From an optimization exercise on the open Yosys and OpenROAD flow, aimed at small area, a short achievable clock period and few clock cycles per item; shortcuts taken in it are not production practice.
Only simulation tests tie the RTL to the original design; equivalence was not proved.
No driver is modelled on the clock port, so clocking that relies on it looks cheaper here than on a real chip.
No activity file was given, so power comes from the tool's default toggle rates.

**design/flow/flow/run.sh**
```bash
#!/bin/bash
# Standard ORFS layout, with the port buffers made of sky130_fd_sc_hd__buf_1 instead of
# the buffer buffer_ports would pick by itself; the input port buffers are then made
# sky130_fd_sc_hd__buf_4 after global placement (flow/post_gp.tcl).
set -euo pipefail
export BUFFER_PORTS_ARGS="-buffer_cell sky130_fd_sc_hd__buf_1"
export POST_GLOBAL_PLACE_TCL="$(pwd)/flow/post_gp.tcl"
bash standard.sh synth > synth.log 2>&1
bash standard.sh > layout.log 2>&1
```
**design/flow/flow/post_gp.tcl**
```tcl
# Give the input ports a stronger buffer than the output ports: each input fans out
# to many cells, each output drives only its pin's load.
set n 0
foreach inst [get_cells input*] {
  if { [get_property $inst ref_name] == "sky130_fd_sc_hd__buf_1" } {
    replace_cell $inst sky130_fd_sc_hd__buf_4
    incr n
  }
}
puts "post_gp.tcl: resized $n input buffers to buf_4"
```
**design/flow/standard.sh**
```bash
#!/bin/bash
# synth_recipe.tcl (not shown) runs the flow's synth.tcl, then flattens the netlist and writes it again
# the make line also repeats each setting of config.mk as NAME=value (left out here)
make -C /OpenROAD-flow-scripts/flow DESIGN_CONFIG=/design/flow/config.mk WORK_HOME=/design/flow/orfs CLKGATE_MAP_FILE= SYNTH_SCRIPT=/design/flow/synth_recipe.tcl "${@:-finish}"
```
**design/flow/config.mk**
```make
export PLATFORM = sky130hd
export DESIGN_NAME = quik_frame_parser
export DESIGN_NICKNAME = quik_frame_parser
export VERILOG_FILES = /design/flow/design.v
export SDC_FILE = /design/flow/constraint.sdc
export NUM_CORES = 4
export LEC_CHECK = 0
export CAP_MARGIN = 20
export CORE_MARGIN = 2
export CORE_UTILIZATION = 40
export SETUP_SLACK_MARGIN = 5
export SLEW_MARGIN = 20
```
**design/flow/constraint.sdc**
```tcl
create_clock -name core_clock -period 10.0 [get_ports {clk}]
set_input_delay 2.0000 -clock core_clock [delete_from_list [all_inputs] [get_ports {clk}]]
set_output_delay 2.0000 -clock core_clock [all_outputs]
set_load 0.01 [all_outputs]
```
**design/flow/design.v**
```verilog
module quik_frame_parser (
    input  wire         clk,
    input  wire         rst_n,
    input  wire         start_valid,
    output wire         start_ready,
    input  wire [15:0]  start_len,
    input  wire         in_valid,
    output wire         in_ready,
    input  wire [7:0]   in_data,
    output wire         out_valid,
    input  wire         out_ready,
    output wire [2:0]   out_res,
    output wire [4:0]   out_kind,
    output wire [61:0]  out_type,
    output wire [61:0]  out_f0,
    output wire [61:0]  out_f1,
    output wire [61:0]  out_f2,
    output wire [61:0]  out_f3,
    output wire [61:0]  out_f4,
    output wire [61:0]  out_f5,
    output wire [61:0]  out_f6,
    output wire         out_fin,
    output wire         out_off_p,
    output wire         out_len_p,
    output wire         out_ecn_p,
    output wire         out_ft_p,
    output wire [15:0]  out_data_start,
    output wire [15:0]  out_data_len,
    output wire [4:0]   out_cid_len,
    output wire [159:0] out_cid,
    output wire [127:0] out_srt,
    output wire [63:0]  out_pdata,
    output wire [2:0]   out_err_kind,
    output wire [7:0]   out_err_sub,
    output wire [15:0]  out_err_pos
);
    localparam [2:0] RES_FRAME = 3'd1, RES_END = 3'd2, RES_ERROR = 3'd3, RES_RANGE = 3'd4;
    localparam [3:0] S_IDLE  = 4'd0,    
                     S_TYPE  = 4'd1,    
                     S_VAR   = 4'd2,    
                     S_CHECK = 4'd3,    
                     S_SKIP  = 4'd4,    
                     S_CIDL  = 4'd5,    
                     S_CID   = 4'd6,    
                     S_FIXED = 4'd7,    
                     S_ERRW  = 4'd8,    
                     S_DRAIN = 4'd9,    
                     S_EMITF = 4'd10,   
                     S_CHK2  = 4'd11;   
    localparam [3:0] F_0 = 4'd0, F_1 = 4'd1, F_2 = 4'd2, F_3 = 4'd3, F_4 = 4'd4,
                     F_5 = 4'd5, F_6 = 4'd6, F_GAP = 4'd7, F_RLEN = 4'd8;
    localparam [4:0] E_VEOF = 5'h01, E_CLEOF = 5'h02, E_CTL = 5'h03, E_CEOF = 5'h04,
                     E_FEOF = 5'h0B, E_DEOF = 5'h0C, E_UNK = 5'h11;
    reg [3:0]   st;
    reg [3:0]   fld;
    reg         vfirst;       
    reg [2:0]   lane;         
    reg [15:0]  rem;          
    reg         rem_z;        
    reg [15:0]  pos;          
    reg [4:0]   T;            
    reg         thi;          
    reg [3:0]   errd;         
    reg [4:0]   ecode;        
    reg         dz;           
    reg         vz;           
    reg         vhi;          
    reg         dhi;          
    reg         sel_off0, sel_off1, sel_len0, sel_len1, to_end;
    reg         f_fld56;      
    reg [4:0]   fcnt;         
    reg [4:0]   cidlen;
    reg         tk;           
    reg         chi;          
    reg         r2z;          
    reg         pend;         
    reg [1:0]   pcls;         
    reg [61:0]  R0n, R1n, R2n, R3n, R4n, R5n, R6n;
    reg [7:0]   En;
    wire [61:0] R0 = ~R0n, R1 = ~R1n, R2 = ~R2n, R3 = ~R3n, R4 = ~R4n, R5 = ~R5n, R6 = ~R6n;
    wire [7:0]  E = ~En;
    reg         ov;
    reg [2:0]   o_res;
    reg [4:0]   o_T, o_kind;
    reg         o_fin, o_offp, o_lenp, o_ecnp, o_ftp;
    reg         gn_f0, gn_f1, gn_f2, gn_f3, gn_ecn, gn_data, gn_cid, gn_pd, gn_rng, gn_err;   
    wire        g_rng = ~gn_rng, g_cid = ~gn_cid, g_err = ~gn_err;
    reg         o_all;        
    function [4:0] kind_of;
        input [4:0] t;
        begin
            case (t)
                5'h00: kind_of = 5'd1;
                5'h01: kind_of = 5'd2;
                5'h02, 5'h03: kind_of = 5'd3;
                5'h04: kind_of = 5'd4;
                5'h05: kind_of = 5'd5;
                5'h06: kind_of = 5'd6;
                5'h07: kind_of = 5'd7;
                5'h08, 5'h09, 5'h0a, 5'h0b, 5'h0c, 5'h0d, 5'h0e, 5'h0f: kind_of = 5'd8;
                5'h10: kind_of = 5'd9;
                5'h11: kind_of = 5'd10;
                5'h12, 5'h13: kind_of = 5'd11;
                5'h14: kind_of = 5'd12;
                5'h15: kind_of = 5'd13;
                5'h16, 5'h17: kind_of = 5'd14;
                5'h18: kind_of = 5'd15;
                5'h19: kind_of = 5'd16;
                5'h1a: kind_of = 5'd17;
                5'h1b: kind_of = 5'd18;
                5'h1c, 5'h1d: kind_of = 5'd19;
                5'h1e: kind_of = 5'd20;
                default: kind_of = 5'd0;
            endcase
        end
    endfunction
    wire t_ack    = (T[4:1] == 4'b0001);
    wire t_stream = (T[4:3] == 2'b01);
    wire t_crypto = (T == 5'h06);
    wire t_ntok   = (T == 5'h07);
    wire t_cc     = (T[4:1] == 4'b1110);
    wire t_ncid   = (T == 5'h18);
    wire t_path   = (T[4:1] == 4'b1101);
    wire [7:0]  b   = in_data;
    wire [1:0]  c   = b[7:6];
    wire        lt2  = (rem[15:1] == 15'd0);
    wire        lt4  = (rem[15:2] == 14'd0);
    wire        lt8  = (rem[15:3] == 13'd0);
    wire        lt16 = (rem[15:4] == 12'd0);
    wire        vshort = (c == 2'd1 & lt2) | (c == 2'd2 & lt4) | (c == 2'd3 & lt8);
    wire [2:0]  nm2  = (c == 2'd1) ? 3'd0 : (c == 2'd2) ? 3'd2 : 3'd6;    
    wire [3:0]  nbytes = (c == 2'd1) ? 4'd2 : (c == 2'd2) ? 4'd4 : 4'd8;
    wire        bz  = (b == 8'd0);
    wire        bz6 = (b[5:0] == 6'd0);
    wire [2:0] tgt = (fld == F_GAP) ? 3'd5 : (fld == F_RLEN) ? 3'd6 : fld[2:0];
    wire st_blk  = ~((st == S_TYPE) | (st == S_IDLE) | (st == S_DRAIN) | (st == S_ERRW) | (st == S_EMITF));
    wire blocked = ov & ((o_all & st_blk) | (g_rng & (st == S_VAR) & f_fld56));
    wire hold = pend | blocked;
    wire [15:0] d_off   = ({16{sel_off0}} & R0[15:0]) | ({16{sel_off1}} & R1[15:0]);
    wire [15:0] d_len   = sel_len0 ? R0[15:0] : sel_len1 ? R1[15:0] : R2[15:0];
    wire [16:0] dsum    = {1'b0, d_off} + {1'b0, d_len};
    wire        n_chi_w = dhi | (to_end & (d_off > rem));
    wire [16:0] d_cnt   = to_end ? {1'b0, rem} : dsum;
    wire [16:0] d_cnt_m = to_end ? {1'b0, rem - 16'd1} : ({1'b0, d_off} + {1'b0, d_len} + 17'h1ffff);
    wire        chk_one = ~dhi & (to_end ? ((rem == 16'd1) & (d_off[15:1] == 15'd0)) : (dsum == 17'd1));
    wire [16:0] cnt     = R4[16:0];
    wire        cnt1    = (cnt == 17'd1);
    wire        cnt0    = (cnt == 17'd0);
    wire [16:0] cnt_dec = cnt - 17'd1;
    wire        d_bad   = chi | (cnt > {1'b0, rem});
    wire [15:0] addend  = (st == S_CHECK) ? d_off : (16'd0 - {12'd0, errd});
    wire [15:0] comp_lo = pos + addend;                           
    wire [15:0] comp_hi = to_end ? (rem - d_off) : d_len;         
    wire [15:0] pos1    = pos + 16'd1;
    assign in_ready = ~rem_z & ~hold &
                      ((st == S_TYPE) | (st == S_VAR) | (st == S_SKIP) | (st == S_CIDL) |
                       (st == S_CID) | (st == S_FIXED) | (st == S_DRAIN) |
                       (((st == S_CHECK) | (st == S_CHK2)) & (to_end | ~dz)));
    assign start_ready = ~pend & ((st == S_IDLE) |
                                  (((st == S_TYPE) & vfirst) | (st == S_DRAIN)) & rem_z);
    wire take  = in_valid & in_ready;
    wire start = start_valid & start_ready;
    wire slot_free = ~ov | out_ready;
    reg [3:0]  n_st, n_fld;
    reg        n_vfirst;
    reg [2:0]  n_lane;
    reg [4:0]  n_T;
    reg        n_thi, n_dz, n_vz, n_vhi, n_dhi;
    reg [3:0]  n_errd;
    reg [4:0]  n_ecode;
    reg [4:0]  n_fcnt, n_cidlen;
    reg        n_chi, n_r2z;
    reg        cnt_ld, cnt_dec_en;
    reg [16:0] cnt_val;
    reg        rec_frame, rec_range, rec_end;
    reg        wr_comp;
    reg        fdone, fzero;
    reg        err;
    task dispatch;
        input [4:0] t;
        begin
            n_T      = t;
            n_vfirst = 1'b1;
            n_dz     = 1'b1;
            n_dhi    = 1'b0;
            case (t)
                5'h00, 5'h01, 5'h1e: begin rec_frame = 1'b1; n_st = S_TYPE; end
                5'h1a, 5'h1b:        begin n_fcnt = 5'd0; n_st = S_FIXED; end
                default:             begin n_fld = F_0; n_st = S_VAR; end
            endcase
        end
    endtask
    task error;
        input [4:0] code;
        input [3:0] d;
        begin
            err      = 1'b1;
            n_vfirst = 1'b1;
            n_ecode  = code;
            n_errd  = d;
            n_st    = S_ERRW;
        end
    endtask
    always @* begin
        n_st = st; n_fld = fld; n_vfirst = vfirst; n_lane = lane; n_T = T; n_thi = thi;
        n_dz = dz; n_vz = vz; n_vhi = vhi; n_dhi = dhi; n_errd = errd; n_ecode = ecode; n_fcnt = fcnt;
        n_cidlen = cidlen; n_chi = chi; n_r2z = r2z;
        cnt_ld = 1'b0; cnt_dec_en = 1'b0; cnt_val = d_cnt;
        rec_frame = 1'b0; rec_range = 1'b0; rec_end = 1'b0; wr_comp = 1'b0;
        fdone = 1'b0; fzero = 1'b0; err = 1'b0;
        if (!hold) begin
            case (st)
                S_IDLE: begin
                    if (start) n_st = S_TYPE;
                end
                S_TYPE: begin
                    if (rem_z) begin
                        rec_end = 1'b1;
                        n_st = start ? S_TYPE : S_IDLE;
                    end else if (take) begin
                        if (vfirst) begin
                            if (vshort)
                                error(E_VEOF, 4'd1);
                            else if (c == 2'd0) begin
                                if (b[5] | (b[4:0] == 5'h1f)) error(E_UNK, 4'd1);
                                else dispatch(b[4:0]);
                            end else begin
                                n_thi    = ~bz6;
                                n_lane   = nm2;
                                n_vfirst = 1'b0;
                                n_errd   = nbytes;
                            end
                        end else begin
                            if (lane == 3'd0) begin
                                if (thi | (b[7:5] != 3'd0) | (b[4:0] == 5'h1f)) error(E_UNK, errd);
                                else dispatch(b[4:0]);
                            end else begin
                                n_thi  = thi | ~bz;
                                n_lane = lane - 3'd1;
                            end
                        end
                    end
                end
                S_VAR: begin
                    if (t_ack & (fld == F_3)) begin
                        cnt_ld  = 1'b1;
                        cnt_val = {2'b00, (|R2[61:15]) ? 15'h7fff : R2[14:0]};
                    end
                    if ((fld == F_RLEN) & vfirst & take)
                        cnt_dec_en = 1'b1;
                    if (vfirst & rem_z)
                        error(E_VEOF, 4'd0);
                    else if (take) begin
                        if (vfirst) begin
                            if (vshort)
                                error(E_VEOF, 4'd1);
                            else if (c == 2'd0) begin
                                fdone = 1'b1; fzero = bz6;
                            end else begin
                                n_lane   = nm2;
                                n_vfirst = 1'b0;
                                n_vz     = bz6;
                                n_vhi    = c[1] & ~bz6;
                            end
                        end else begin
                            n_vz = vz & bz;
                            n_vhi = vhi | ((lane[2:1] != 2'd0) & ~bz);
                            if (lane == 3'd0) begin
                                fdone = 1'b1; fzero = vz & bz;
                            end else
                                n_lane = lane - 3'd1;
                        end
                    end
                    if (fdone) begin
                        n_vfirst = 1'b1;
                        if ((t_crypto & (fld == F_0 | fld == F_1)) | (t_ntok & fld == F_0) |
                            (t_stream & (fld == F_1 | fld == F_2)) | (t_cc & fld == F_2))
                        begin
                            n_dz  = dz & fzero;
                            n_dhi = dhi | (~vfirst & vhi);
                        end
                        if (t_ack) begin
                            case (fld)
                                F_0: n_fld = F_1;
                                F_1: n_fld = F_2;
                                F_2: begin n_fld = F_3; n_r2z = fzero; end
                                F_3: begin
                                    if (!r2z) n_fld = F_GAP;
                                    else if (T[0]) n_fld = F_4;
                                    else begin rec_frame = 1'b1; n_st = S_TYPE; end
                                end
                                F_GAP: n_fld = F_RLEN;
                                F_RLEN: begin
                                    rec_range = 1'b1;
                                    if (vfirst ? !cnt1 : !cnt0) n_fld = F_GAP;
                                    else if (T[0]) n_fld = F_4;
                                    else n_st = S_EMITF;
                                end
                                F_4: n_fld = F_5;
                                F_5: n_fld = F_6;
                                default: begin rec_frame = 1'b1; n_st = S_TYPE; end
                            endcase
                        end else if (T == 5'h04) begin
                            if (fld == F_0) n_fld = F_1;
                            else if (fld == F_1) n_fld = F_2;
                            else begin rec_frame = 1'b1; n_st = S_TYPE; end
                        end else if (T == 5'h05 || T == 5'h11 || T == 5'h15) begin
                            if (fld == F_0) n_fld = F_1;
                            else begin rec_frame = 1'b1; n_st = S_TYPE; end
                        end else if (t_crypto) begin
                            if (fld == F_0) n_fld = F_1;
                            else n_st = S_CHECK;
                        end else if (t_ntok) begin
                            n_st = S_CHECK;
                        end else if (t_stream) begin
                            if (fld == F_0 & T[2]) n_fld = F_1;
                            else if ((fld == F_0 | fld == F_1) & T[1]) n_fld = F_2;
                            else n_st = S_CHECK;
                        end else if (t_ncid) begin
                            if (fld == F_0) n_fld = F_1;
                            else n_st = S_CIDL;
                        end else if (t_cc) begin
                            if (fld == F_0) n_fld = T[0] ? F_2 : F_1;
                            else if (fld == F_1) n_fld = F_2;
                            else n_st = S_CHECK;
                        end else begin
                            rec_frame = 1'b1; n_st = S_TYPE;
                        end
                    end
                end
                S_CHECK: begin
                    wr_comp = 1'b1;
                    cnt_ld  = 1'b1;
                    if (take) cnt_val = d_cnt_m;
                    n_chi   = n_chi_w;
                    if (take & chk_one) begin
                        rec_frame = 1'b1; n_st = S_TYPE;
                    end else
                        n_st = S_CHK2;
                end
                S_CHK2: begin
                    cnt_dec_en = take;
                    if (d_bad)
                        error(E_DEOF, {2'd0, take & tk, take ^ tk});
                    else if ((to_end ? rem_z : dz) | (take & cnt1)) begin
                        rec_frame = 1'b1; n_st = S_TYPE;
                    end else
                        n_st = S_SKIP;
                end
                S_SKIP: begin
                    cnt_dec_en = take;
                    if (take & cnt1) begin
                        rec_frame = 1'b1; n_st = S_TYPE;
                    end
                end
                S_CIDL: begin
                    if (rem_z)
                        error(E_CLEOF, 4'd0);
                    else if (take) begin
                        n_fcnt = 5'd0;
                        if (b > 8'd20)
                            error(E_CTL, 4'd1);
                        else begin
                            n_cidlen = b[4:0];
                            n_st = (b[4:0] == 5'd0) ? S_FIXED : S_CID;
                        end
                    end
                end
                S_CID: begin
                    if ((fcnt == 5'd0) & ({11'd0, cidlen} > rem))
                        error(E_CEOF, 4'd1);
                    else if (take) begin
                        if (fcnt + 5'd1 == cidlen) begin
                            n_fcnt = 5'd0; n_st = S_FIXED;
                        end else
                            n_fcnt = fcnt + 5'd1;
                    end
                end
                S_FIXED: begin
                    if (fcnt == 5'd0 & (t_ncid ? lt16 : lt8))
                        error(E_FEOF, {3'd0, take});
                    else if (take) begin
                        n_fcnt = fcnt + 5'd1;
                        if (fcnt == (t_ncid ? 5'd15 : 5'd7)) begin
                            rec_frame = 1'b1; n_st = S_TYPE;
                        end
                    end
                end
                S_ERRW: begin
                    if (!ov) begin
                        wr_comp = 1'b1;
                        n_st = S_DRAIN;
                    end
                end
                S_DRAIN: begin
                    if (rem_z) begin
                        rec_end = 1'b1;
                        n_st = start ? S_TYPE : S_IDLE;
                    end
                end
                S_EMITF: begin
                    rec_frame = 1'b1; n_st = S_TYPE;
                end
                default: n_st = S_IDLE;
            endcase
        end
    end
    wire        last_var = t_ack ? (((fld == F_3) & r2z & ~T[0]) | (fld == F_6)) :
                           (T == 5'h04) ? (fld == F_2) :
                           ((T == 5'h05) | (T == 5'h11) | (T == 5'h15)) ? (fld == F_1) :
                           ~(t_crypto | t_ntok | t_stream | t_ncid | t_cc);
    wire        fdone_v  = (st == S_VAR) & take & (vfirst ? (c == 2'd0) : (lane == 3'd0));
    wire        t1_rec   = (b[4:0] == 5'h00) | (b[4:0] == 5'h01) | (b[4:0] == 5'h1e);
    wire        rec_t    = (st == S_TYPE) & take & t1_rec &
                           (vfirst ? ((c == 2'd0) & ~b[5]) : ((lane == 3'd0) & ~thi & (b[7:5] == 3'd0)));
    wire        rec_chk2 = (st == S_CHK2) & ~d_bad & ((to_end ? rem_z : dz) | (take & cnt1));
    wire        rec_skip = ((st == S_SKIP) & take & cnt1) | ((st == S_CHECK) & take & chk_one);
    wire        rec_fix  = (st == S_FIXED) & take & ~((fcnt == 5'd0) & (t_ncid ? lt16 : lt8)) &
                           (fcnt == (t_ncid ? 5'd15 : 5'd7));
    wire        rec_fr_f = rec_t | (fdone_v & last_var) | (~hold & (rec_chk2 | (st == S_EMITF))) |
                           rec_skip | rec_fix;
    wire        rec_rg_f = fdone_v & (fld == F_RLEN);
    wire        rec_en_f = ~pend & rem_z & (((st == S_TYPE) & vfirst) | (st == S_DRAIN));
    wire        rec_any  = rec_fr_f | rec_rg_f | rec_en_f;
    wire        err_wr   = ~hold & (st != S_ERRW) & (st != S_DRAIN) & (st != S_IDLE) &
                           ~((st == S_TYPE) & ~vfirst);
    wire [4:0]  err_code = (st == S_TYPE) ? (vshort ? E_VEOF : E_UNK) :
                           (st == S_VAR) ? E_VEOF :
                           (st == S_CIDL) ? (rem_z ? E_CLEOF : E_CTL) :
                           (st == S_CID) ? E_CEOF :
                           (st == S_FIXED) ? E_FEOF : E_DEOF;
    wire [3:0]  err_d    = (st == S_TYPE) ? ((vshort | (c == 2'd0)) ? 4'd1 : nbytes) :
                           (st == S_VAR) ? {3'd0, ~rem_z} :
                           (st == S_CIDL) ? {3'd0, ~rem_z} :
                           (st == S_CID) ? {2'd0, take, ~take} :
                           (st == S_CHK2) ? {2'd0, take & tk, take ^ tk} : {3'd0, take};
    wire        err_ld   = (st == S_ERRW) & ~ov;
    wire [1:0]  cls_now  = ((st == S_VAR) & (fld == F_RLEN)) ? 2'd1 :
                           ((st == S_TYPE) & rem_z) | (st == S_DRAIN) ? 2'd2 : 2'd0;
    wire [1:0]  ld_cls   = pend ? pcls : (st == S_ERRW) ? 2'd3 : cls_now;
    wire        ld_valid = pend | rec_any | err_ld;
    wire [4:0]  tsrc     = ((st == S_TYPE) & ~pend) ? b[4:0] : T;
    wire s_str = (tsrc[4:3] == 2'b01);
    wire s_ack = (tsrc[4:1] == 4'b0001);
    wire        vf_mode = (st == S_VAR) & vfirst;
    wire        zmode   = (st == S_CIDL);
    wire [7:0]  bus [0:6];
    wire [5:0]  bus7 = zmode ? 6'd0 : (vf_mode & (c != 2'd3)) ? 6'd0 : b[5:0];
    wire [2:0]  nm1 = (c == 2'd0) ? 3'd0 : (c == 2'd1) ? 3'd1 : (c == 2'd2) ? 3'd3 : 3'd7;
    genvar gl;
    generate
        for (gl = 0; gl < 7; gl = gl + 1) begin : g_bus
            assign bus[gl] = zmode ? 8'd0 :
                             vf_mode ? ((nm1 == gl) ? {2'b00, b[5:0]} : 8'd0) : b;
        end
    endgenerate
    wire        wr_ok = ~hold;
    wire [7:0]  var_en [0:6];
    genvar gr;
    generate
        for (gr = 0; gr < 7; gr = gr + 1) begin : g_ven
            for (gl = 0; gl < 8; gl = gl + 1) begin : g_vl
                assign var_en[gr][gl] = wr_ok & (st == S_VAR) & (tgt == gr) &
                                        (vfirst | (lane == gl));
            end
        end
    endgenerate
    wire [19:0] cid_en;
    wire [15:0] srt_en;
    generate
        for (gl = 0; gl < 20; gl = gl + 1) begin : g_cen
            assign cid_en[gl] = wr_ok & ((st == S_CIDL) |
                                         (((st == S_CID) | ((st == S_FIXED) & t_path)) & (fcnt == gl)));
        end
        for (gl = 0; gl < 16; gl = gl + 1) begin : g_sen
            assign srt_en[gl] = wr_ok & (st == S_FIXED) & t_ncid & (fcnt == gl);
        end
    endgenerate
    wire [7:0] en0 = var_en[0];
    wire [7:0] en1 = var_en[1];
    wire [7:0] en2 = var_en[2] | {1'b0, cid_en[6:0]};
    wire [7:0] en3 = var_en[3] | {1'b0, cid_en[13:7]};
    wire [7:0] en4 = var_en[4] | {1'b0, srt_en[0], cid_en[19:14]};
    wire [7:0] en5 = var_en[5] | {1'b0, srt_en[7:1]};
    wire [7:0] en6 = var_en[6] | {1'b0, srt_en[14:8]};
    wire       enE = srt_en[15];
    wire       comp_en = wr_ok & wr_comp;
    wire [61:0] busw = {bus7, bus[6], bus[5], bus[4], bus[3], bus[2], bus[1], bus[0]};
    integer k;
    always @(posedge clk) begin
        for (k = 0; k < 7; k = k + 1) begin
            if (en0[k]) R0n[8*k +: 8] <= ~busw[8*k +: 8];
            if (en1[k]) R1n[8*k +: 8] <= ~busw[8*k +: 8];
            if (en2[k]) R2n[8*k +: 8] <= ~busw[8*k +: 8];
            if (en3[k]) R3n[8*k +: 8] <= ~busw[8*k +: 8];
            if (en4[k]) R4n[8*k +: 8] <= ~busw[8*k +: 8];
            if (en5[k]) R5n[8*k +: 8] <= ~busw[8*k +: 8];
            if (en6[k]) R6n[8*k +: 8] <= ~busw[8*k +: 8];
        end
        if (en0[7]) R0n[61:56] <= ~bus7;
        if (en1[7]) R1n[61:56] <= ~bus7;
        if (en2[7]) R2n[61:56] <= ~bus7;
        if (en3[7]) R3n[61:56] <= ~bus7;
        if (en4[7]) R4n[61:56] <= ~bus7;
        if (en5[7]) R5n[61:56] <= ~bus7;
        if (en6[7]) R6n[61:56] <= ~bus7;
        if (enE) En <= ~b;
        if (comp_en) R3n[31:0] <= ~{comp_hi, comp_lo};
        if (wr_ok & (cnt_ld | cnt_dec_en)) R4n[16:0] <= ~(cnt_ld ? cnt_val : cnt_dec);
    end
    always @(posedge clk) begin
        if (!rst_n) begin
            st     <= S_IDLE;
            vfirst <= 1'b1;
            rem    <= 16'd0;
            rem_z  <= 1'b1;
            pos    <= 16'd0;
            pend   <= 1'b0;
            ov     <= 1'b0;
        end else begin
            st <= n_st; fld <= n_fld; vfirst <= n_vfirst; lane <= n_lane; T <= n_T;
            thi <= n_thi; dz <= n_dz; vz <= n_vz; vhi <= n_vhi; dhi <= n_dhi;
            sel_off0 <= (n_T == 5'h06);
            sel_off1 <= (n_T[4:3] == 2'b01) & n_T[2];
            sel_len0 <= (n_T == 5'h07);
            sel_len1 <= (n_T == 5'h06);
            to_end   <= (n_T[4:3] == 2'b01) & ~n_T[1];
            f_fld56  <= (n_fld == F_5) | (n_fld == F_6) | (n_fld == F_GAP) | (n_fld == F_RLEN); 
            fcnt <= n_fcnt; cidlen <= n_cidlen; chi <= n_chi; r2z <= n_r2z;
            if (start) begin
                rem   <= start_len;
                rem_z <= (start_len == 16'd0);
                pos   <= 16'd0;
            end else if (take) begin
                rem   <= rem - 16'd1;
                rem_z <= (rem == 16'd1);
                pos   <= pos1;
            end
            if (pend & slot_free)
                pend <= 1'b0;
            else if (rec_any & ~slot_free) begin
                pend <= 1'b1;
                pcls <= cls_now;
            end
            if (slot_free)
                ov <= ld_valid;
            tk <= (st == S_CHECK) & take;
            if (err_wr) begin
                ecode <= err_code;
                errd  <= err_d;
            end
        end
    end
    reg  [1:0] o_cls;
    wire [1:0] nx_cls = slot_free ? ld_cls : o_cls;
    wire [4:0] nx_T   = slot_free ? ((ld_cls[1] == 1'b0) ? tsrc : 5'd0) : o_T;
    wire       nx_str = (nx_T[4:3] == 2'b01);
    wire       nx_ack = (nx_T[4:1] == 4'b0001);
    wire       nx_fr  = (nx_cls == 2'd0);
    always @(posedge clk) begin
        o_cls   <= nx_cls;
        o_T     <= nx_T;
        o_res   <= (nx_cls == 2'd0) ? RES_FRAME : (nx_cls == 2'd1) ? RES_RANGE :
                   (nx_cls == 2'd2) ? RES_END : RES_ERROR;
        o_kind  <= nx_fr ? kind_of(nx_T) : (nx_cls == 2'd1) ? 5'd3 : 5'd0;
        o_fin   <= nx_fr & nx_str & nx_T[0];
        o_lenp  <= nx_fr & nx_str & nx_T[1];
        o_offp  <= nx_fr & nx_str & nx_T[2];
        o_ecnp  <= nx_fr & (nx_T == 5'h03);
        o_ftp   <= nx_fr & (nx_T == 5'h1c);
        gn_f0   <= ~(nx_fr & ~(nx_T == 5'h00 | nx_T == 5'h01 | nx_T == 5'h1a | nx_T == 5'h1b |
                               nx_T == 5'h1e));
        gn_f1   <= ~(nx_fr & (nx_ack | nx_T == 5'h04 | nx_T == 5'h05 | nx_T == 5'h06 |
                              (nx_str & nx_T[2]) | nx_T == 5'h11 | nx_T == 5'h15 |
                              nx_T == 5'h18 | nx_T == 5'h1c));
        gn_f2   <= ~(nx_fr & (nx_ack | nx_T == 5'h04 | (nx_str & nx_T[1]) | nx_T == 5'h1c |
                              nx_T == 5'h1d));
        gn_f3   <= ~(nx_fr & nx_ack);
        gn_ecn  <= ~(nx_fr & (nx_T == 5'h03));
        gn_data <= ~(nx_fr & (nx_T == 5'h06 | nx_T == 5'h07 | nx_str | nx_T == 5'h1c | nx_T == 5'h1d));
        gn_cid  <= ~(nx_fr & (nx_T == 5'h18));
        gn_pd   <= ~(nx_fr & (nx_T[4:1] == 4'b1101));
        o_all   <= nx_fr & ~(nx_T == 5'h00 | nx_T == 5'h01 | nx_T == 5'h1e);
        gn_rng  <= ~(nx_cls == 2'd1);
        gn_err  <= ~(nx_cls == 2'd3);
    end
    wire [159:0] cid_w = {R2[7:0], R2[15:8], R2[23:16], R2[31:24], R2[39:32], R2[47:40], R2[55:48],
                          R3[7:0], R3[15:8], R3[23:16], R3[31:24], R3[39:32], R3[47:40], R3[55:48],
                          R4[7:0], R4[15:8], R4[23:16], R4[31:24], R4[39:32], R4[47:40]};
    wire [127:0] srt_w = {R4[55:48],
                          R5[7:0], R5[15:8], R5[23:16], R5[31:24], R5[39:32], R5[47:40], R5[55:48],
                          R6[7:0], R6[15:8], R6[23:16], R6[31:24], R6[39:32], R6[47:40], R6[55:48],
                          E};
    wire [159:0] cid_wn = ~cid_w;
    wire [127:0] srt_wn = ~srt_w;
    assign out_valid      = ov;
    assign out_res        = o_res;
    assign out_kind       = o_kind;
    assign out_type       = {57'd0, o_T};
    assign out_f0         = ~(({62{gn_f0}} | R0n) & ({62{gn_rng}} | R5n));
    assign out_f1         = ~(({62{gn_f1}} | R1n) & ({62{gn_rng}} | R6n));
    assign out_f2         = ~({62{gn_f2}} | R2n);
    assign out_f3         = ~({62{gn_f3}} | R3n);
    assign out_f4         = ~({62{gn_ecn}} | R4n);
    assign out_f5         = ~({62{gn_ecn}} | R5n);
    assign out_f6         = ~({62{gn_ecn}} | R6n);
    assign out_fin        = o_fin;
    assign out_off_p      = o_offp;
    assign out_len_p      = o_lenp;
    assign out_ecn_p      = o_ecnp;
    assign out_ft_p       = o_ftp;
    assign out_data_start = ~({16{gn_data}} | R3n[15:0]);
    assign out_data_len   = ~({16{gn_data}} | R3n[31:16]);
    assign out_cid_len    = {5{g_cid}} & cidlen;
    assign out_cid        = ~({160{gn_cid}} | cid_wn);
    assign out_srt        = ~({128{gn_cid}} | srt_wn);
    assign out_pdata      = ~({64{gn_pd}} | cid_wn[159:96]);
    assign out_err_kind   = {1'b0, g_err & ecode[4], g_err & ~ecode[4]};
    assign out_err_sub    = {4'd0, {4{g_err}} & ecode[3:0]};
    assign out_err_pos    = ~({16{gn_err}} | R3n[15:0]);
endmodule
```
==> results.json, run 1 <==
{
  "synth_cells": 3476,
  "dr.pass1.iters": 8,
  "hp-start": "pos[6]",
  "synth_cell_type_count": 94,
  "avgSynthCellArea_um2": 9.151,
  "cts_tree": "yes",
  "grt.overflow.total": 0,
  "place_ws_ns": 4.969,
  "cts_buffers": 60,
  "synthToLayoutAreaGrowth_pct": 20.61,
  "synth_area_leaders": "edfxtp_1 46%, nor2_1 11%, dfxtp_1 4.5%",
  "yosysSeqAreaShare_pct": 50.54,
  "fin_ws_ns": 5.001,
  "clk_latency_ns": 0.68,
  "whs_endpoint": "pos[6]",
  "rr_startpoint": "gn_rng",
  "num_rows": 103,
  "ys_ff_latch": 559,
  "numPortBuffers": 894,
  "tns_ns": 0,
  "critPathCaptureType": "flop",
  "mostFrequentLayoutCells": "932 x nor2_1, 866 x buf_1, 488 x edfxtp_1",
  "wl_mm": 181.5,
  "mostFrequentLayoutCell": "nor2_1",
  "synthFlopType": "edfxtp_1",
  "crit_type": "reg -> reg",
  "design.core.area_um2": 78870,
  "synthArstFlopShare_pct": 0,
  "cp_data_required_time_ns": 10.26,
  "fin_nets": 4422,
  "power_uw": 9608,
  "drv_cap": 0,
  "synth_edf_count": 488,
  "root_buffer": "clkbuf_16",
  "critPathArrivalTime_ns": 5.25,
  "yosys.area.top_type": "edfxtp_1",
  "status": "complete, no violations",
  "relSlewSlack_pct": 16.44,
  "start_kind": "flop",
  "reg2regPathDepth": 8,
  "die_width_um": 286.0,
  "ctsHoldBuffers": 0,
  "fin_crit_sh_pct": 49.99,
  "reg2reg_to": "R4n[13]",
  "leakagePower_uw": 0.01382,
  "peakVddDrop_v": 0.0001964,
  "fmax_mhz": 200.0,
  "synth_top_area_share_pct": 46.07,
  "start_util_pct": 40.33,
  "netlist_area_um2": 31810,
  "wl_per_cell_um": 33.67,
  "reg2reg_slack_ns": 5.00,
  "maxSlewViolCount": 0,
  "finalSetupViolations": 0,
  "pwr_density_cell_nw_per_um2": 250.4,
  "skew_ns": 0.04849,
  "grtUsageTotal_pct": 42.17,
  "worst_pin_slew_ns": 1.253,
  "hold_depth": 2,
  "hold_violations": 0,
  "placed_cells": 5274,
  "cts_buffer_depth": 3,
  "grt_max_degree": 153,
  "drive_above_1_share_pct": 6.476,
  "crit_fanout": 53,
  "ys_warn_count": 1,
  "fin_cells": 5390,
  "dp_hpwl_mm": 141.4,
  "first_global_vias": 28550,
  "ios": 957,
  "avgViaCountPerCell": 6.112,
  "hp-class": "reg -> reg",
  "die_y_um": 286.0,
  "vias": 32940,
  "clock-sinks": 559,
  "period_minus_slack_ns": 4.999,
  "grt_pass1_wl_mm": 239.4,
  "clkTransAtPathRegs_ns": 0.06,
  "htreeDepth": 2,
  "drc_errors": 0,
  "antenna_found_initial": 9,
  "ant_nets": 0,
  "rsz0062_at_grt": "yes",
  "drt_iter0_markers": 5200,
  "die_area_um2": 81790
}
stage by stage:
step | cell area, µm² | hold WS [ns] | util, %
final | 38360 | 0.5205 | 48.64
after global placement | 36060 | 0.4940 | 45.72
after floorplan | 32040 | 0.4657 | -
after detailed placement | 36190 | 0.5088 | 45.89
after CTS | 38330 | 0.5191 | 48.59
after global routing | 38360 | 0.5409 | 48.64
synth_stat cells (all sizes together), types with 17 or more instances:
cell type and instances:
o22ai 170, edfxtp 488, nand4 41, inv 115
ha 103, nand3 73, a31oi 20, a221oi 17
xnor2 63, or3 21, o21a 20, buf 89
mux2i 31, xor2 28, nand2 220, nor2b 43
nor2 937, a211oi 28, o21ai 122, nand2b 27
dfxtp 71, nor3 62, nor4 33, a21oi 214
clkbuf 190, and3 20
worst max-delay path by stage:
stage | from | to | slack, ns
finish | gn_rng | R4n[13] | 5.00
CTS | st[0] | in_ready | 5.04
global route | gn_rng | R4n[13] | 4.96
detailed placement | sel_len1 | pcls[1] | 4.97
global placement | in_data[7] | fcnt[4] | 5.03
floorplan | sel_len1 | pcls[0] | 5.69
state kept, by name (all words and copies together), names as in the netlist, 16 cells and up:
name and count:
R0n 62, R1n 62, R2n 62, R3n 62, R4n 62, R5n 62, R6n 62, pos 16
rem 16
layout make-up:
class | instances | area (µm²)
tap | 1050 | 1314
clock buffer | 71 | 1639
fill | 7855 | 40510
antenna | 1 | 2.502
multi-input combinational | 2581 | 14330
clock inverter | 43 | 473.0
inverter | 118 | 444.2
timing repair buffer | 967 | 4066
sequential | 559 | 16100
where the power goes:
part           switching (µW)  internal (µW)  total (µW)
Sequential                440           2930        3370
Clock                    1050           1340        2390
Combinational            2770           1070        3840
layer usage:
metal,vias to the layer above,wire length [µm],global-route usage [%]
li1,13940,-,-
met1,16210,73330,59.46
met2,2509,71460,56.35
met3,283,31750,22.03
met4,2,4908,10.09
met5,-,13,0
critical path: stages (launching register included):
cell	delay [ns]
dfxtp_4	0.33
buf_4	0.64
and3b_1	0.28
a2111oi_0	0.37
o21ai_1	0.45
nor2_1	0.65
and2_1	0.24
nand2_1	0.44
o221ai_1	1.05
logic make-up after synthesis:
kind of cell	count (synthesis)	synth area share, %
flops	559	50.54
mux	37	1.188
simple gates	1534	20.94
buf+inv	397	5.499
compound gates	751	15.07
fa+ha+maj	106	4.240
xor+xnor	91	2.506
other cells	1	0.01179
what timing repair did:
action                     CTS  global route
hold endpoints to repair     0             0
resized for setup            7             2
setup endpoints to repair   98            28
buffers inserted             0             1
Testbench counts, summed over its fixed seeds: cycles 163,681, bytes 160,634.
==> run 2: changes to the inputs <==
==> design/flow/flow/run.sh (replaced) <==
#!/bin/bash
# Standard ORFS layout, with:
#  - the port buffers made of sky130_fd_sc_hd__buf_1 instead of the buffer buffer_ports
#    would pick by itself, and the input port buffers then made sky130_fd_sc_hd__buf_4
#    after global placement (flow/post_gp.tcl);
#  - one more setup repair after CTS toward a tighter target (flow/post_cts.tcl).
set -euo pipefail
export BUFFER_PORTS_ARGS="-buffer_cell sky130_fd_sc_hd__buf_1"
export POST_GLOBAL_PLACE_TCL="$(pwd)/flow/post_gp.tcl"
export POST_CTS_TCL="$(pwd)/flow/post_cts.tcl"
bash standard.sh synth > synth.log 2>&1
bash standard.sh > layout.log 2>&1
==> design/flow/flow/post_cts.tcl (new file) <==
repair_timing -setup -setup_margin 6.2 -repair_tns 100 -verbose
detailed_placement
check_placement -verbose
==> results.json, run 2 <==
{
  "clkTransAtPathRegs_ns": 0.07,
  "synth_top_area_share_pct": 46.07,
  "cp_cell_sequence": "buf_12 -> inv_6 -> o22a_1 -> inv_1 -> ha_1 -> a211oi_2 -> o211a_1 -> o211ai_1 -> a211oi_4 -> nand4_1 -> nor4_4 -> a31o_1 -> and3_4",
  "clock-sinks": 559,
  "synth_xor_area_share_pct": 2.506,
  "mostFrequentLayoutCells": "883 x nor2_1, 593 x buf_1, 488 x edfxtp_1",
  "seq_area_um2": 16120,
  "hold_violations": 0,
  "slowest_stage": "edfxtp_1",
  "first_global_vias": 30020,
  "ant_nets": 0,
  "pwr_density_cell_nw_per_um2": 246.1,
  "p_comb_share_pct": 44.1,
  "clk_latency_ns": 0.69,
  "clkPwrFrac_pct": 23.3,
  "synth_cell_type_count": 94,
  "drc_errors": 0,
  "finalSetupViolations": 0,
  "synthArstFlopShare_pct": 0,
  "p_sw_share_pct": 44.33,
  "multi_input_area_um2": 15660,
  "netlist_area_um2": 31810,
  "synthToLayoutAreaGrowth_pct": 31.61,
  "die_area_um2": 81790,
  "synth_compound_area_share_pct": 15.07,
  "mostFrequentLayoutCell": "nor2_1",
  "peakVddDrop_v": 0.0001824,
  "p_int_uw": 5735,
  "grt_max_degree": 77,
  "dp_hpwl_mm": 141.4,
  "rsz0062_at_grt": "no",
  "crit_fanout": 17,
  "place_ws_ns": 4.969,
  "cp_slowest_stage_delay_ns": 0.43,
  "ys_warn_count": 1,
  "wl_met1_mm": 75.85,
  "synth_mux_area_share_pct": 1.188,
  "synth_top_family_by_area": "simple AND/OR/NAND/NOR gates",
  "status": "complete, no violations",
  "wl_per_cell_um": 34.93,
  "critPathCaptureType": "flop",
  "wl_met3_mm": 34.23,
  "yosysSeqAreaShare_pct": 50.54,
  "leakagePower_uw": 0.01587,
  "yosys.area.top_type": "edfxtp_1",
  "grtUsageTotal_pct": 44.88,
  "fin_nets": 4531,
  "start_util_pct": 40.33,
  "fin_cells": 5499,
  "dr_wl_met2_mm": 75.48,
  "tns_ns": 0,
  "nFillCells": 7497,
  "ios": 957,
  "period_minus_slack_ns": 4.109,
  "synth.cells.most_frequent": "936 x nor2_1, 488 x edfxtp_1, 220 x nand2_1, 213 x a21oi_1, 190 x clkbuf_1",
  "power.switching_uw": 4567,
  "dr.pass1.iters": 6,
  "drv_cap": 0,
  "design.core.area_um2": 78870,
  "fin_crit_sh_pct": 41.09,
  "synth_area_leaders": "edfxtp_1 46%, nor2_1 11%, dfxtp_1 4.5%",
  "cp_data_required_time_ns": 10.36,
  "crit_type": "reg -> reg",
  "yosys.area_share.adder_pct": 4.240,
  "die_width_um": 286.0,
  "numPortBuffers": 894,
  "grt.overflow.total": 0,
  "fin_hold_ws_ns": 0.5160,
  "antenna_found_initial": 13,
  "avgSynthCellArea_um2": 9.151,
  "synth_cells": 3476,
  "drive_above_1_share_pct": 19.04,
  "num_rows": 103,
  "hp-class": "reg -> reg",
  "avgViaCountPerCell": 6.219,
  "seqPwrFrac_pct": 32.6,
  "fmax_mhz": 243.4,
  "vias": 34200,
  "skew_ns": 0.05698,
  "yosys.area_share.simple_pct": 20.94,
  "top_layer": "met5",
  "placed_cells": 5274,
  "cts_tree": "yes",
  "relSlewSlack_pct": 16.44,
  "worst_pin_slew_ns": 1.252,
  "die_y_um": 286.0,
  "synth_edf_count": 488,
  "wl_mm": 192.1,
  "start_kind": "flop",
  "fin_ws_ns": 5.891,
  "critPathArrivalTime_ns": 4.47,
  "maxSlewViolCount": 0,
  "ys_ff_latch": 559,
  "synthFlopType": "edfxtp_1",
  "synth_most_common_cell": "nor2_1",
  "drt_iter0_markers": 5555,
  "grt_pass1_wl_mm": 254.0
}
## run 2: cell counts after synthesis
No cell type changed its count.
## run 2: area by class of cell
class / instances / share of cell area [%]
inverter: 118 / 1.079
sequential: 559 / 38.49
multi-input combinational: 2581 / 37.40
clock buffer: 71 / 3.915
timing repair buffer: 1076 / 14.84
antenna: 1 / 0.005977
tap: 1050 / 3.138
clock inverter: 43 / 1.130
## run 2: logic make-up (layout without fill, tap and decap cells)
family | count (synthesis) | count (layout)
and+or+nand+nor | 1534 | 1534
AOI/OAI and AO/OA | 751 | 751
DFF | 559 | 559
buffers and inverters | 397 | 1308
adders and majority gates | 106 | 106
xor gates and xnor gates | 91 | 91
muxes | 37 | 37
other | 1 | 63
## run 2: power groups by stage
| stage | logic [µW] | clock network (µW) | registers [µW] |
|---|---|---|---|
| global placement | 3680 | 0 | 3390 |
| floorplan | 2280 | 0 | 3110 |
| detailed placement | 3690 | 0 | 3390 |
| finish | 4540 | 2400 | 3360 |
| global route | 4720 | 2480 | 3350 |
## run 2: final timing paths
path	startpoint	depth (start not counted)	slack, ns	to
max	sel_len1	13	5.89	pcls[0]
min	pos[6]	2	0.52	pos[6]
min reg2reg	pos[6]	2	0.52	pos[6]
max reg2reg	sel_len1	13	5.89	pcls[0]
## run 2: worst max-delay path: cells and delay by family (launching register included)
kind                       cells  cell delay [ns]
AOI/OAI and AO/OA              6             1.79
buffers and inverters          3             0.44
DFF                            1             0.43
and+or+nand+nor                3             0.77
adders and majority gates      1             0.35
## run 2: through the flow
| stage | cell area [µm²] | power (µW) | util [%] |
|---|---|---|---|
| 3_3_place_gp | 36060 | 7077 | 45.72 |
| 6_report | 41860 | 10300 | 53.08 |
| 3_5_place_dp | 36190 | 7085 | 45.89 |
| 5_1_grt | 41860 | 10550 | 53.08 |
| 2_1_floorplan | 32040 | 5387 | - |
## run 2: metal layers
layer  global-route usage [%]  up-vias
met5                    1.279        -
met1                    61.95    16860
li1                         -    14160
met2                    59.99     2809
met4                    12.17        6
met3                    24.42      361
==> run 3: changes to the inputs <==
--- a/design/flow/design.v
+++ b/design/flow/design.v
@@ -72,3 +72,2 @@
     reg [4:0]   cidlen;
-    reg         tk;           
     reg         chi;          
@@ -143,4 +142,2 @@
     wire [16:0] d_cnt   = to_end ? {1'b0, rem} : dsum;
-    wire [16:0] d_cnt_m = to_end ? {1'b0, rem - 16'd1} : ({1'b0, d_off} + {1'b0, d_len} + 17'h1ffff);
-    wire        chk_one = ~dhi & (to_end ? ((rem == 16'd1) & (d_off[15:1] == 15'd0)) : (dsum == 17'd1));
     wire [16:0] cnt     = R4[16:0];
@@ -154,8 +151,5 @@
     wire [15:0] pos1    = pos + 16'd1;
-    assign in_ready = ~rem_z & ~hold &
-                      ((st == S_TYPE) | (st == S_VAR) | (st == S_SKIP) | (st == S_CIDL) |
-                       (st == S_CID) | (st == S_FIXED) | (st == S_DRAIN) |
-                       (((st == S_CHECK) | (st == S_CHK2)) & (to_end | ~dz)));
-    assign start_ready = ~pend & ((st == S_IDLE) |
-                                  (((st == S_TYPE) & vfirst) | (st == S_DRAIN)) & rem_z);
+    reg  in_ready_r, start_ready_r;
+    assign in_ready    = in_ready_r;
+    assign start_ready = start_ready_r;
     wire take  = in_valid & in_ready;
@@ -333,8 +327,4 @@
                     cnt_ld  = 1'b1;
-                    if (take) cnt_val = d_cnt_m;
                     n_chi   = n_chi_w;
-                    if (take & chk_one) begin
-                        rec_frame = 1'b1; n_st = S_TYPE;
-                    end else
-                        n_st = S_CHK2;
+                    n_st    = S_CHK2;
                 end
@@ -343,3 +333,3 @@
                     if (d_bad)
-                        error(E_DEOF, {2'd0, take & tk, take ^ tk});
+                        error(E_DEOF, {3'd0, take});
                     else if ((to_end ? rem_z : dz) | (take & cnt1)) begin
@@ -416,3 +406,3 @@
     wire        rec_chk2 = (st == S_CHK2) & ~d_bad & ((to_end ? rem_z : dz) | (take & cnt1));
-    wire        rec_skip = ((st == S_SKIP) & take & cnt1) | ((st == S_CHECK) & take & chk_one);
+    wire        rec_skip = (st == S_SKIP) & take & cnt1;
     wire        rec_fix  = (st == S_FIXED) & take & ~((fcnt == 5'd0) & (t_ncid ? lt16 : lt8)) &
@@ -434,4 +424,3 @@
                            (st == S_CIDL) ? {3'd0, ~rem_z} :
-                           (st == S_CID) ? {2'd0, take, ~take} :
-                           (st == S_CHK2) ? {2'd0, take & tk, take ^ tk} : {3'd0, take};
+                           (st == S_CID) ? {2'd0, take, ~take} : {3'd0, take};
     wire        err_ld   = (st == S_ERRW) & ~ov;
@@ -546,3 +535,2 @@
                 ov <= ld_valid;
-            tk <= (st == S_CHECK) & take;
             if (err_wr) begin
@@ -586,2 +574,25 @@
     end
+    wire n_rem_z   = start ? (start_len == 16'd0) : take ? (rem == 16'd1) : rem_z;
+    wire n_pend    = (pend & slot_free) ? 1'b0 : (rec_any & ~slot_free) ? 1'b1 : pend;
+    wire n_ov      = slot_free ? ld_valid : ov;
+    wire n_o_all   = nx_fr & ~(nx_T == 5'h00 | nx_T == 5'h01 | nx_T == 5'h1e);
+    wire n_g_rng   = (nx_cls == 2'd1);
+    wire n_fld56   = (n_fld == F_5) | (n_fld == F_6) | (n_fld == F_GAP) | (n_fld == F_RLEN);
+    wire n_to_end  = (n_T[4:3] == 2'b01) & ~n_T[1];
+    wire n_st_blk  = ~((n_st == S_TYPE) | (n_st == S_IDLE) | (n_st == S_DRAIN) |
+                       (n_st == S_ERRW) | (n_st == S_EMITF));
+    wire n_blocked = n_ov & ((n_o_all & n_st_blk) | (n_g_rng & (n_st == S_VAR) & n_fld56));
+    wire n_st_ok   = (n_st == S_TYPE) | (n_st == S_VAR) | (n_st == S_SKIP) | (n_st == S_CIDL) |
+                     (n_st == S_CID) | (n_st == S_FIXED) | (n_st == S_DRAIN) |
+                     ((n_st == S_CHK2) & (n_to_end | ~n_dz));
+    always @(posedge clk) begin
+        if (!rst_n) begin
+            in_ready_r    <= 1'b0;
+            start_ready_r <= 1'b1;
+        end else begin
+            in_ready_r    <= ~n_rem_z & ~n_pend & ~n_blocked & n_st_ok;
+            start_ready_r <= ~n_pend & ((n_st == S_IDLE) |
+                                        (((n_st == S_TYPE) & n_vfirst) | (n_st == S_DRAIN)) & n_rem_z);
+        end
+    end
     wire [159:0] cid_w = {R2[7:0], R2[15:8], R2[23:16], R2[31:24], R2[39:32], R2[47:40], R2[55:48],
==> results.json, run 3 <==
{
  "relSlewSlack_pct": 19.82,
  "cp_data_required_time_ns": 10.28,
  "die_y_um": 282.7,
  "period_minus_slack_ns": 4.079,
  "clk_latency_ns": 0.68,
  "maxSlewViolCount": 0,
  "vias": 32720,
  "status": "complete, no violations",
  "leakagePower_uw": 0.01506,
  "ios": 957,
  "drive_above_1_share_pct": 14.92,
  "design.core.area_um2": 77210,
  "fmax_mhz": 245.2,
  "skew_ns": 0.05035,
  "first_global_vias": 28100,
  "drc_errors": 0,
  "worst_pin_slew_ns": 1.201,
  "grt_max_degree": 63,
  "dr.pass1.iters": 6,
  "fin_crit_sh_pct": 40.79,
  "die_area_um2": 79940,
  "nFillCells": 7329,
  "grtUsageTotal_pct": 43.21,
  "dp_hpwl_mm": 132.5,
  "drt_iter0_markers": 5164,
  "rr_startpoint": "st[0]",
  "num_rows": 102,
  "worstSetupStartpoint": "st[0]",
  "netlist_area_um2": 31080,
  "cts_tree": "yes",
  "rsz0062_at_grt": "no",
  "hp-class": "reg -> reg",
  "yosysSeqAreaShare_pct": 51.76,
  "peakVddDrop_v": 0.0001416,
  "hp-start": "o_cls[0]",
  "mostFrequentLayoutCell": "nor2_1",
  "ys_ff_latch": 560,
  "numPortBuffers": 894,
  "avgSynthCellArea_um2": 9.341,
  "synth_top_area_share_pct": 47.06,
  "tns_ns": 0,
  "synthToLayoutAreaGrowth_pct": 29.58,
  "synth_cells": 3327,
  "synthArstFlopShare_pct": 0,
  "wl_mm": 181.1,
  "synth_cell_type_count": 111,
  "finalSetupViolations": 0,
  "synth_area_leaders": "edfxtp_1 47%, nor2_1 11%, dfxtp_1 4.7%",
  "hold_violations": 0,
  "die_width_um": 282.7,
  "fin_nets": 4366,
  "wl_per_cell_um": 34.00,
  "drv_cap": 0,
  "critPathCaptureType": "flop",
  "crit_fanout": 18,
  "grt_pass1_wl_mm": 236.0,
  "synthFlopType": "edfxtp_1",
  "clkTransAtPathRegs_ns": 0.06,
  "synth_most_common_cell": "nor2_1",
  "critPathArrivalTime_ns": 4.36,
  "ys_warn_count": 1,
  "start_util_pct": 40.25,
  "start_kind": "flop",
  "crit_type": "reg -> reg",
  "power_uw": 7030,
  "synth_edf_count": 487,
  "synth.cells.most_frequent": "947 x nor2_1, 487 x edfxtp_1, 194 x clkbuf_1, 189 x a21oi_1, 184 x nand2_1",
  "ant_nets": 0,
  "antenna_found_initial": 8,
  "yosys.area.top_type": "edfxtp_1",
  "avgViaCountPerCell": 6.142,
  "mostFrequentLayoutCells": "891 x nor2_1, 728 x buf_1, 487 x edfxtp_1",
  "grt.overflow.total": 0,
  "clock-sinks": 560,
  "pwr_density_cell_nw_per_um2": 174.6
}
## run 3: cell families after synthesis
family	Yosys count	synth area share, %
fa+ha+maj	104	4.260
mux	32	1.059
compound gates	687	14.20
simple gates	1470	20.63
other cells	1	0.01207
buf+inv	387	5.600
flops	560	51.76
xor+xnor	86	2.472
## run 3: path summary, 6_finish.rpt
path / to / slack (ns) / depth (start not counted)
worst max-delay path: R1n[15] / 5.92 / 7
worst min-delay path: o_cls[0] / 0.52 / 1
worst min register to register: o_cls[0] / 0.52 / 1
worst max register to register: R1n[15] / 5.92 / 7
## run 3: power by group
part / internal, µW / switching (µW) / leakage (µW) / total (µW)
combinational: 503 / 1150 / 0.00893 / 1650
clock: 1640 / 1070 / 0.00112 / 2710
sequential: 2590 / 80.5 / 0.00501 / 2670
total: 4730 / 2300 / 0.0151 / 7030
## run 3: area by class of cell
type	instances	area (µm²)	share of cell area, %
Clock inverter	45	822.0	2.041
Multi-Input combinational cell	2441	14240	35.36
Clock buffer	67	1538	3.819
Inverter	107	416.7	1.035
Tap cell	1040	1301	3.231
Antenna cell	4	10.01	0.02486
Timing Repair Buffer	1063	5829	14.48
Sequential cell	560	16110	40.01
## run 3: critical path, stage by stage, from the launching register on
cell and delay (ns):
dfxtp_1 0.34, buf_4 0.23, or4b_1 0.56, buf_4 0.25, or3_4 0.50, nor2_1 0.15, nand2_1 0.56, nor2_1 1.08
## run 3: per-stage QoR
| stage | util (%) | setup WS [ns] | cells | hold WS, ns | instance area (µm²) |
|---|---|---|---|---|---|
| after floorplan | - | 5.425 | 3388 | 0.4677 | 31310 |
| after global placement | 45.46 | 4.690 | 5096 | 0.5041 | 35100 |
| after detailed placement | 45.62 | 4.708 | 5097 | 0.5026 | 35230 |
| after global routing | 52.14 | 5.768 | 5323 | 0.5499 | 40260 |
| final | 52.16 | 5.921 | 5327 | 0.5161 | 40270 |
## run 3: per-layer routing
layer	GRT usage, %	vias to the layer above	wire, µm
met2	58.27	2593	71860
met1	58.56	16170	71170
met5	1.221	-	174
met3	23.02	355	30890
met4	14.23	8	7008
li1	-	13590	-
Testbench counts of run 3, summed over its fixed seeds: cycles 166,662, bytes 160,634.
==> run 4: changes to the inputs <==
--- a/design/flow/flow/run.sh
+++ b/design/flow/flow/run.sh
@@ -5,3 +5,4 @@
 #    after global placement (flow/post_gp.tcl);
-#  - one more setup repair after CTS toward a tighter target (flow/post_cts.tcl).
+#  - one more setup repair after CTS and after global routing toward a tighter target
+#    (flow/post_cts.tcl, flow/post_grt.tcl).
 set -euo pipefail
@@ -10,2 +11,3 @@
 export POST_CTS_TCL="$(pwd)/flow/post_cts.tcl"
+export POST_GLOBAL_ROUTE_TCL="$(pwd)/flow/post_grt.tcl"
 bash standard.sh synth > synth.log 2>&1
==> design/flow/flow/post_cts.tcl (replaced) <==
repair_timing -setup -setup_margin 6.5 -repair_tns 0 -verbose
detailed_placement
check_placement -verbose
==> design/flow/flow/post_grt.tcl (new file) <==
# After global routing, repair setup timing once more with global-route parasitics
# toward the same tighter target, then re-legalize and re-route the changed nets.
estimate_parasitics -global_routing
repair_timing -setup -setup_margin 6.5 -repair_tns 0 -verbose
repair_timing -hold -hold_margin 0.05 -verbose
global_route -start_incremental
detailed_placement
global_route -end_incremental
check_placement -verbose
estimate_parasitics -global_routing
==> results.json, run 4 <==
{
  "wl_per_cell_um": 33.85,
  "cp_slowest_stage_delay_ns": 1.06,
  "design.core.area_um2": 77210,
  "clkTransAtPathRegs_ns": 0.07,
  "avgViaCountPerCell": 6.138,
  "fin_hold_ws_ns": 0.5158,
  "cp_cell_sequence": "buf_4 -> or4b_1 -> buf_4 -> or3_4 -> nor2_1 -> nand2_1 -> nor2_1",
  "synth_cell_type_count": 111,
  "grtUsageTotal_pct": 42.57,
  "die_width_um": 282.7,
  "whs_endpoint": "o_cls[0]",
  "fin_nets": 4333,
  "critPathBufInv": 2,
  "drive_above_1_share_pct": 12.35,
  "grt.overflow.total": 0,
  "yosysSeqAreaShare_pct": 51.76,
  "relSlewSlack_pct": 15.66,
  "critPathCaptureType": "flop",
  "synthToLayoutAreaGrowth_pct": 27.02,
  "cts_tree": "yes",
  "avgSynthCellArea_um2": 9.341,
  "reg2reg_slack_ns": 5.93,
  "critPathArrivalTime_ns": 4.36,
  "die_y_um": 282.7,
  "dr.pass1.iters": 9,
  "fin_crit_sh_pct": 40.73,
  "first_global_vias": 27780,
  "ys_ff_latch": 560,
  "period_minus_slack_ns": 4.073,
  "synth_area_leaders": "edfxtp_1 47%, nor2_1 11%, dfxtp_1 4.7%",
  "synthFlopType": "edfxtp_1",
  "synth_most_common_cell": "nor2_1",
  "yosys.area.top_type": "edfxtp_1",
  "synth_top_area_share_pct": 47.06,
  "status": "complete, no violations",
  "start_kind": "flop",
  "skew_ns": 0.05378,
  "crit_fanout": 18,
  "hold_depth": 1,
  "finalSetupViolations": 0,
  "hold_violations": 0,
  "hp-class": "reg -> reg",
  "vias": 32480,
  "clk_latency_ns": 0.68,
  "placed_cells": 5097,
  "hp-start": "o_cls[0]",
  "drt_iter0_markers": 5482,
  "worst_pin_slew_ns": 1.264,
  "grt_pass1_wl_mm": 232.9,
  "mostFrequentLayoutCells": "912 x nor2_1, 793 x buf_1, 487 x edfxtp_1",
  "start_util_pct": 40.25,
  "utilization_pct": 51.12,
  "ios": 957,
  "reg2regPathDepth": 7,
  "numPortBuffers": 894,
  "fin_ws_ns": 5.927,
  "crit_type": "reg -> reg",
  "path_delay_family": "simple AND/OR/NAND/NOR gates",
  "ant_nets": 0,
  "synthArstFlopShare_pct": 0,
  "drc_errors": 0,
  "slowest_stage": "nor2_1",
  "fmax_mhz": 245.5,
  "fin_cells": 5292,
  "synth_cells": 3327,
  "cp_data_required_time_ns": 10.29,
  "netlist_area_um2": 31080,
  "antenna_found_initial": 9,
  "drv_cap": 0,
  "mostFrequentLayoutCell": "nor2_1",
  "reg2reg_to": "R1n[14]",
  "clock-sinks": 560,
  "synth.cells.most_frequent": "947 x nor2_1, 487 x edfxtp_1, 194 x clkbuf_1, 189 x a21oi_1, 184 x nand2_1",
  "leakagePower_uw": 0.01453,
  "place_ws_ns": 4.708,
  "die_area_um2": 79940,
  "pwr_density_cell_nw_per_um2": 177.1,
  "wl_mm": 179.1,
  "tns_ns": 0,
  "ys_warn_count": 1,
  "num_rows": 102,
  "peakVddDrop_v": 0.0001422,
  "rr_startpoint": "st[0]",
  "synth_edf_count": 487,
  "grt_max_degree": 63,
  "maxSlewViolCount": 0,
  "dp_hpwl_mm": 132.5
}
run 4: cell counts after synthesis:
Identical to the previous run, type by type.
run 4: layout make-up:
class,instances,area [µm²]
Fill cell,7417,37740
Sequential cell,560,16110
Multi-Input combinational cell,2442,14170
Timing Repair Buffer,1029,5111
Clock buffer,67,1538
Tap cell,1040,1301
Clock inverter,45,822.0
Inverter,107,416.7
Antenna cell,2,5.005
run 4: metrics by stage:
stage / total power [µW] / area, µm²
floorplan: 3546 / 31310
global placement: 4133 / 35100
detailed placement: 4139 / 35230
finish: 6990 / 39470
run 4: kinds of logic (layout without fill, tap and decap cells):
logic type / count (synthesis) / in the layout / synth area share [%]
simple gates: 1470 / 1471 / 20.63
compound gates: 687 / 687 / 14.20
flops: 560 / 560 / 51.76
buf+inv: 387 / 1248 / 5.600
fa+ha+maj: 104 / 104 / 4.260
xor+xnor: 86 / 86 / 2.472
mux: 32 / 32 / 1.059
other cells: 1 / 64 / 0.01207
run 4: worst max path at each step:
stage	startpoint	to	slack [ns]	cells past startpoint
finish	st[0]	R1n[14]	5.93	7
detailed placement	in_data[7]	in_ready_r	4.71	12
global placement	in_data[6]	in_ready_r	4.69	12
floorplan	in_data[6]	in_ready_r	5.42	15
run 4: metal layers:
layer	wire, µm	track usage (%)	share of wire, %
met2	70580	56.80	39
met5	108	1.160	0.060
met3	30750	22.58	17
met1	70830	58.33	40
met4	6884	13.85	3.8
run 4: power breakdown:
part	internal [µW]	switching (µW)
clock network	1640	1070
logic	478	1130
registers	2590	81.3
==> run 5: changes to the inputs <==
--- a/design/flow/design.v
+++ b/design/flow/design.v
@@ -136,3 +136,4 @@
     wire blocked = ov & ((o_all & st_blk) | (g_rng & (st == S_VAR) & f_fld56));
-    wire hold = pend | blocked;
+    reg  hold_r;
+    wire hold = hold_r;
     wire [15:0] d_off   = ({16{sel_off0}} & R0[15:0]) | ({16{sel_off1}} & R1[15:0]);
@@ -509,9 +510,12 @@
         end else begin
-            st <= n_st; fld <= n_fld; vfirst <= n_vfirst; lane <= n_lane; T <= n_T;
+            st <= n_st; fld <= n_fld; vfirst <= n_vfirst; lane <= n_lane;
             thi <= n_thi; dz <= n_dz; vz <= n_vz; vhi <= n_vhi; dhi <= n_dhi;
-            sel_off0 <= (n_T == 5'h06);
-            sel_off1 <= (n_T[4:3] == 2'b01) & n_T[2];
-            sel_len0 <= (n_T == 5'h07);
-            sel_len1 <= (n_T == 5'h06);
-            to_end   <= (n_T[4:3] == 2'b01) & ~n_T[1];
+            if ((st == S_TYPE) & take) begin
+                T        <= b[4:0];
+                sel_off0 <= (b[4:0] == 5'h06);
+                sel_off1 <= (b[4:3] == 2'b01) & b[2];
+                sel_len0 <= (b[4:0] == 5'h07);
+                sel_len1 <= (b[4:0] == 5'h06);
+                to_end   <= (b[4:3] == 2'b01) & ~b[1];
+            end
             f_fld56  <= (n_fld == F_5) | (n_fld == F_6) | (n_fld == F_GAP) | (n_fld == F_RLEN); 
@@ -580,3 +584,3 @@
     wire n_fld56   = (n_fld == F_5) | (n_fld == F_6) | (n_fld == F_GAP) | (n_fld == F_RLEN);
-    wire n_to_end  = (n_T[4:3] == 2'b01) & ~n_T[1];
+    wire n_to_end  = ((st == S_TYPE) & take) ? ((b[4:3] == 2'b01) & ~b[1]) : to_end;
     wire n_st_blk  = ~((n_st == S_TYPE) | (n_st == S_IDLE) | (n_st == S_DRAIN) |
@@ -591,4 +595,6 @@
             start_ready_r <= 1'b1;
+            hold_r        <= 1'b0;
         end else begin
             in_ready_r    <= ~n_rem_z & ~n_pend & ~n_blocked & n_st_ok;
+            hold_r        <= n_pend | n_blocked;
             start_ready_r <= ~n_pend & ((n_st == S_IDLE) |
==> results.json, run 5 <==
{
  "status": "complete, no violations",
  "drc_errors": 0,
  "cp_cell_sequence": "buf_16 -> nor2_1 -> buf_1",
  "finalSetupViolations": 0,
  "grt.overflow.total": 0,
  "crit_type": "reg -> out",
  "hp-start": "o_cls[0]",
  "synth_cell_type_count": 83,
  "path_delay_family": "buffers and inverters",
  "multi_input_area_um2": 13450,
  "critPathCaptureType": "output pin",
  "placed_cells": 5039,
  "pwr_density_cell_nw_per_um2": 168.9,
  "period_minus_slack_ns": 4.228,
  "design.core.area_um2": 75950,
  "fin_cells": 5203,
  "grt_max_degree": 99,
  "hold_violations": 0,
  "mostFrequentLayoutCells": "910 x nor2_1, 865 x buf_1, 486 x edfxtp_1",
  "hp-class": "reg -> reg",
  "avgSynthCellArea_um2": 9.352,
  "clk_latency_ns": 0.69,
  "grt_pass1_wl_mm": 231.6,
  "peakVddDrop_v": 0.0001237,
  "reg2regPathDepth": 15,
  "wl_per_cell_um": 34.13,
  "netlist_area_um2": 30680,
  "vias": 31840,
  "yosys.area.top_type": "edfxtp_1",
  "worst_pin_slew_ns": 1.220,
  "slowest_stage": "buf_1",
  "grtUsageTotal_pct": 42.93,
  "hold_depth": 1,
  "cp_slowest_stage_delay_ns": 0.60,
  "skew_ns": 0.04805,
  "reg2reg_slack_ns": 5.91,
  "die_width_um": 280.9,
  "wl_mm": 177.6,
  "maxSlewViolCount": 0,
  "synth_area_leaders": "edfxtp_1 48%, nor2_1 11%, dfxtp_1 4.8%",
  "ys_warn_count": 1,
  "synth_top_area_share_pct": 47.58,
  "crit_fanout": 77,
  "relSlewSlack_pct": 18.65,
  "first_global_vias": 27280,
  "critPathArrivalTime_ns": 2.23,
  "fin_nets": 4251,
  "clock-sinks": 559,
  "yosysSeqAreaShare_pct": 52.34,
  "critPathBufInv": 2,
  "seq_area_um2": 16080,
  "dr.pass1.iters": 6,
  "drv_cap": 0,
  "start_util_pct": 40.39,
  "synth_cells": 3280,
  "mostFrequentLayoutCell": "nor2_1",
  "ant_nets": 0,
  "reg2reg_to": "R3n[30]",
  "tns_ns": 0,
  "numPortBuffers": 894,
  "synth.cells.most_frequent": "914 x nor2_1, 486 x edfxtp_1, 193 x clkbuf_1, 193 x nand2_1, 171 x a21oi_1",
  "whs_endpoint": "o_cls[0]",
  "cp_data_required_time_ns": 8.00,
  "ios": 957,
  "rr_startpoint": "sel_off0",
  "ys_ff_latch": 559,
  "dp_hpwl_mm": 135.1,
  "num_rows": 101,
  "synthArstFlopShare_pct": 0,
  "start_kind": "flop",
  "fmax_mhz": 236.5,
  "drt_iter0_markers": 4460,
  "drive_above_1_share_pct": 7.528,
  "synthToLayoutAreaGrowth_pct": 22.94,
  "die_y_um": 280.9,
  "leakagePower_uw": 0.01388,
  "synthFlopType": "edfxtp_1",
  "synth_edf_count": 486,
  "clkTransAtPathRegs_ns": 0.06,
  "die_area_um2": 78920,
  "avgViaCountPerCell": 6.120,
  "cts_tree": "yes",
  "fin_crit_sh_pct": 42.28,
  "antenna_found_initial": 8,
  "synth_most_common_cell": "nor2_1",
  "nFillCells": 7470
}
-- run 5: cell types whose count changed after synthesis, sizes merged, moves of 5 or more --
| cell | delta |
|---|---|
| a211oi | -23 |
| a21oi | -20 |
| a22oi | -6 |
| nand2 | +8 |
| nand3 | +15 |
| nor2 | -32 |
| nor3 | -5 |
| nor4 | -6 |
| o211a | +15 |
| o211ai | -8 |
| o221ai | +5 |
| or2 | -8 |
-- run 5: per-stage QoR --
stage	setup WS (ns)	area [µm²]	total power [µW]	util, %	hold slack, ns
finish	5.772	37710	6369	49.65	0.5035
detailed placement	4.403	34800	3927	45.83	0.4977
global placement	4.177	34690	3924	45.68	0.4932
floorplan	5.309	30900	3389	-	0.4677
-- run 5: cells by family (layout without fill, tap and decap cells) --
logic type      after synthesis  in the layout  synth area share (%)
simple gates               1453           1453                 20.54
mux                          33             33                 1.114
fa+ha+maj                   104            104                 4.315
buf+inv                     384           1214                 5.523
xor+xnor                     84             84                 2.398
compound gates              662            662                 13.76
other cells                   1             64               0.01222
flops                       559            559                 52.34
-- run 5: final cells by class --
cell class	count	share of cell area [%]
Clock inverter	41	1.228
Inverter	106	1.095
Multi-Input combinational cell	2398	35.68
Timing Repair Buffer	992	11.62
Tap cell	1030	3.417
Sequential cell	559	42.63
Antenna cell	2	0.01327
Clock buffer	75	4.326
-- run 5: worst reg2reg max path, delay by kind of cell (launching register included) --
family                     cells  cell delay (ns)
buffers and inverters          3             0.68
AOI/OAI and AO/OA              9             2.04
and+or+nand+nor                1             0.14
xor gates and xnor gates       1             0.37
DFF                            1             0.36
adders and majority gates      1             0.35
-- run 5: how the worst max path moves through the flow --
stage,startpoint,end,depth (start not counted)
after floorplan,in_data[6],in_ready_r,13
after global placement,in_data[7],in_ready_r,12
after detailed placement,in_data[7],in_ready_r,13
final,gn_cid,out_srt[52],3
-- run 5: where the power goes --
group	switching, µW	leakage [µW]	total (µW)	internal, µW
logic	960	0.00789	1320	357
clock network	1050	0.00101	2410	1350
registers	69.1	0.00499	2650	2580
total	2080	0.0139	6370	4290
-- run 5: layer usage --
metal,part of all wire [%],track usage (%)
met1,39,57.69
met2,39,56.91
met3,18,24.61
met4,3.9,14.44
met5,0.041,0.6879
Testbench counts of run 5, summed over its fixed seeds: cycles 166,662, bytes 160,634.
